From an optimization exercise on the open Yosys and OpenROAD flow, aimed at small area and a short achievable clock period; shortcuts taken in it are not production practice.
Function was checked by simulation only, so behaviour that the tests miss may differ from the original.
No activity file was given, so power comes from the tool's default toggle rates.

Setup of run A:
## seenc_top
module seenc_top (
    input  wire        clk,
    input  wire        rst,         
    input  wire        in_valid,
    input  wire [7:0]  cmd,
    input  wire [63:0] in_x,
    input  wire [63:0] in_y,
    input  wire [63:0] in_z,
    input  wire [31:0] in_a,
    input  wire [31:0] in_b,
    output reg         out_valid,
    output wire [31:0] out_a,
    output wire [31:0] out_b,
    output wire [63:0] out_x,
    output wire [63:0] out_y,
    output wire [63:0] out_z,
    output reg         err
);
    reg        v_q;
    reg [5:0]  oh_q;      
    reg        dir_q, prec_q, hi_q;
    reg [92:0] c_q;
    wire       s_ab = cmd[3];               
    wire       s_64 = ~cmd[3] & cmd[4];     
    wire       s_32 = ~cmd[3] & ~cmd[4];    
    function [30:0] chan(input [63:0] b, input s64, input s32);
        chan = {s64 & b[63] | s32 & b[31],
                b[62:60],
                {8{s64}} & b[59:52] | {8{s32}} & b[30:23],
                {18{s64}} & b[51:34] | {18{s32}} & b[22:5],
                s64 & (|b[33:0]) | s32 & (|b[4:0])};
    endfunction
    wire [92:0] enc_in = {chan(in_x, s_64, s_32), chan(in_y, s_64, s_32), chan(in_z, s_64, s_32)};
    wire [92:0] raw    = {1'd0, in_x[62:60], 27'd0, 1'd0, in_y[62:60], 27'd0, 1'd0, in_z[62:60], 27'd0};
    wire [92:0] is_raw = {1'd0, 3'b111,      27'd0, 1'd0, 3'b111,      27'd0, 1'd0, 3'b111,      27'd0};
    wire [63:0] dec_in = {in_b, in_a};
    integer k;
    always @(posedge clk) begin
  ...
clock: 65.0 ns
lec_check: 0
abc_area: 1
cap_margin: 20
core_margin: 2
core_utilization: 50
slew_margin: 20
standard.sh (not shown) runs the stock make flow with config.mk's settings and CLKGATE_MAP_FILE= SYNTH_SCRIPT=/design/flow/synth_recipe.tcl, a recipe that flattens the netlist after the stock synthesis.
==> flow/flow/run.sh <==
#!/bin/bash
# The standard layout, with three changes:
#  - after the standard synthesis, the combinational logic between the
#    flip-flops is re-optimized for area by a second ABC pass (reopt.ys);
#    every flip-flop stays as the standard synthesis made it;
#  - the smallest plain buffer (buf_1) buffers each port, instead of the
#    delay buffer buffer_ports picks by default;
#  - timing repair is asked to leave a setup margin, so that it works on
#    the paths that set the achieved period.
set -euo pipefail
export BUFFER_PORTS_ARGS="-buffer_cell sky130_fd_sc_hd__buf_1"
export SETUP_SLACK_MARGIN=50.6
RES=$PWD/orfs/results/$FLOW_PLATFORM/seenc_top/base

bash standard.sh $RES/1_2_yosys.v > synth.log 2>&1

mkdir -p reopt
cp $RES/1_2_yosys.v reopt/in.v
cp $FLOW_HOME/platforms/$FLOW_PLATFORM/lib/sky130_fd_sc_hd__tt_025C_1v80.lib reopt/lib.lib
cp flow/reopt.ys flow/area.abc reopt/
(cd reopt && yosys -s reopt.ys > ../reopt.log 2>&1)
cp reopt/out.v $RES/1_2_yosys.v
rm -f reopt/lib.lib

bash standard.sh > standard.log 2>&1
==> flow/flow/area.abc <==
strash
dc2
&get -n
&dch -f
&nf -R 1000
&put
strash
dc2
&get -n
&dch -f
&nf -R 1000
&put
strash
&get -n
&dch -f
&nf -R 1000
&put
strash
dc2
&get -n
&dch -f
&nf -R 1000
&put
strash
dc2
&get -n
&dch -f
&nf -R 1000
&put
strash
&get -n
&dch -f
&nf -R 1000
&put
topo
Other scripts of this flow, unchanged in this note and not shown: flow/flow/reopt.ys
Here is what was changed in the inputs of run B compared with run A.
==> flow/flow/area.abc <==
strash
dc2
&get -n
&dch -f
&nf -R 1000
&put
strash
dc2
&get -n
&dch -f
&nf -R 1000
&put
strash
&get -n
&dch -f
&nf -R 1000
&put
topo
Results
In summary, run B completed successfully, with a layout that passed the timing, design-rule and antenna checks. Lower actual slew at the worst max-slew pin goes to run A over run B. For leakage dissipation, run B and run A come out practically identical. On fmax, run A and run B are neck and neck. Run A reports its endpoint of the most critical setup path as out_b[28] while run B reports c_q[0]$_DFF_P_. In the tables for run A and run B, setup slack of the critical path after layout reads lower with run A. Summary of the comparison: worst hold-check slack is higher in run B, relative to run A. Between run A and run B, the flow reports cell count increasing by a few percent. Portion of total power attributed to combinational logic (lower): run B.
Setup changes, run B to run C
-- flow/flow/run.sh --
<<< run B, line 10
set -euo pipefail
export BUFFER_PORTS_ARGS="-buffer_cell sky130_fd_sc_hd__buf_1"
export SETUP_SLACK_MARGIN=50.6
RES=$PWD/orfs/results/$FLOW_PLATFORM/seenc_top/base

>>> run C, line 10
set -euo pipefail
export BUFFER_PORTS_ARGS="-buffer_cell sky130_fd_sc_hd__buf_1"
export SETUP_SLACK_MARGIN=50.7
RES=$PWD/orfs/results/$FLOW_PLATFORM/seenc_top/base

-- flow/flow/area.abc --
<<< run B, line 1
strash
dc2
>>> run C, line 1
strash
dc2
&get -n
&dch -f
&nf -R 1000
&put
strash
dc2
&get -n
&dch -f
&nf -R 1000
&put
strash
&get -n
&dch -f
&nf -R 1000
&put
strash
dc2
Run B → run C: time the worst path needs with I/O delays and setup has decreased; number of iterations in the first detailed-routing pass now larger.
The run showing the greater overall power is run C.
From run B to run C the numbers moved as follows: final non-filler cell area increased by 1.5% relative to the old numbers, aggregate routed wire length now sits higher.
The higher fraction of layout instances using a drive strength above 1 of run C and run B is in run C.
Comparing run C and run B, clock latency on the worst-skew pair is higher on run C.
Maximum number of pins on one net before global-route repair, run C and run B: larger value in run B
Re count of pins over their slew limit: no difference whatsoever between run B and run C.
> inputs changed (run C -> run D)
Settings: a change of CORE_UTILIZATION from 50 to 55.
-- flow/flow/run.sh --
<<< run C, line 10
set -euo pipefail
export BUFFER_PORTS_ARGS="-buffer_cell sky130_fd_sc_hd__buf_1"
export SETUP_SLACK_MARGIN=50.7
RES=$PWD/orfs/results/$FLOW_PLATFORM/seenc_top/base

>>> run D, line 10
set -euo pipefail
export BUFFER_PORTS_ARGS="-buffer_cell sky130_fd_sc_hd__buf_1"
export SETUP_SLACK_MARGIN=50.6
RES=$PWD/orfs/results/$FLOW_PLATFORM/seenc_top/base

==> flow/flow/area.abc <==
strash
dc2
&get -n
&dch -f
&nf -R 1000
&put
strash
dc2
&get -n
&dch -f
&nf -R 1000
&put
strash
&get -n
&dch -f
&nf -R 1000
&put
topo
### Flow results
Run D: no failed stages, no open violations at the end
Area used by sequential logic in the layout came out exactly the same in run C and run D.
Between run C and run D, synthesized area is higher for run D, run C comes in under that.
The most common library cell in the layout ignoring fill and taps comes out sky130_fd_sc_hd__buf_1 in one run and sky130_fd_sc_hd__nand2_1 in the other, namely in run D and run C respectively.
When run D is set beside run C, its clock share of power turns out to be 1.4 points larger.
Run D vs run C — first-pass GRT wire length dropped slightly
Via count of the routed design: run D > run C
Inputs modified between run D and run E:
Settings: changing CORE_UTILIZATION from 55 to 45.
-- flow/flow/area.abc --
<<< run D, line 1
strash
dc2
>>> run E, line 1
strash
dc2
&get -n
&dch -f
&nf -R 1000
&put
strash
dc2
&get -n
&dch -f
&nf -R 1000
&put
strash
&get -n
&dch -f
&nf -R 1000
&put
strash
dc2
[summary]
On diode insertion count for antenna repair: between run D and run E, it ends up lower for run D. In terms of final design instance area without fill, run E and run D differ only marginally. Compared run E against run D; cell area reported after detailed placement within noise. The power density over the cells number comes out lower for run D vs run E. Run E — delay of the slowest critical-path stage 0.02 ns lower, run D as reference. Wire: run E routes more than run D. Of the two candidates, run D has the worse synthesized cell area and run E the better one. Clock-buffer cell count: run D vs run E identical.

==> afterwards: timing with drivers on the ports <==
No port has a modelled driver above. Below, the same layouts with a new extraction and two added sets of constraints.
Step 1 assumes that a clkbuf_16 drives the clock port and a buf_2 every other input.
Step 2 adds t to the input delays and takes it off the output delays; t is the mean of the earliest and latest rising clock arrival at the registers after step 1. Input paths then give back, and output paths get back, about the clock's delay inside the block.
Slacks: ideal ports / drivers / drivers and shift; pairs: ideal ports / drivers.
run	t, ns	setup WS [ns]	latest minus earliest clock arrival (ns)	slew at the worst register clock pin (ns)
run A	0.545	50.615 / 50.552 / 50.233	0.015 / 0.016	0.08 / 0.08
run B	0.524	50.635 / 50.594 / 50.147	0.012 / 0.012	0.08 / 0.08
run C	0.544	50.647 / 50.585 / 50.298	0.015 / 0.015	0.08 / 0.08
run D	0.520	50.579 / 50.527 / 50.204	0.017 / 0.017	0.09 / 0.09
run E	0.540	50.606 / 50.551 / 50.287	0.015 / 0.015	0.08 / 0.08
After both steps every run listed still meets setup and hold. The setup slack of run B, which loses most, moves by -0.041 ns with the drivers and by -0.488 ns with both steps.
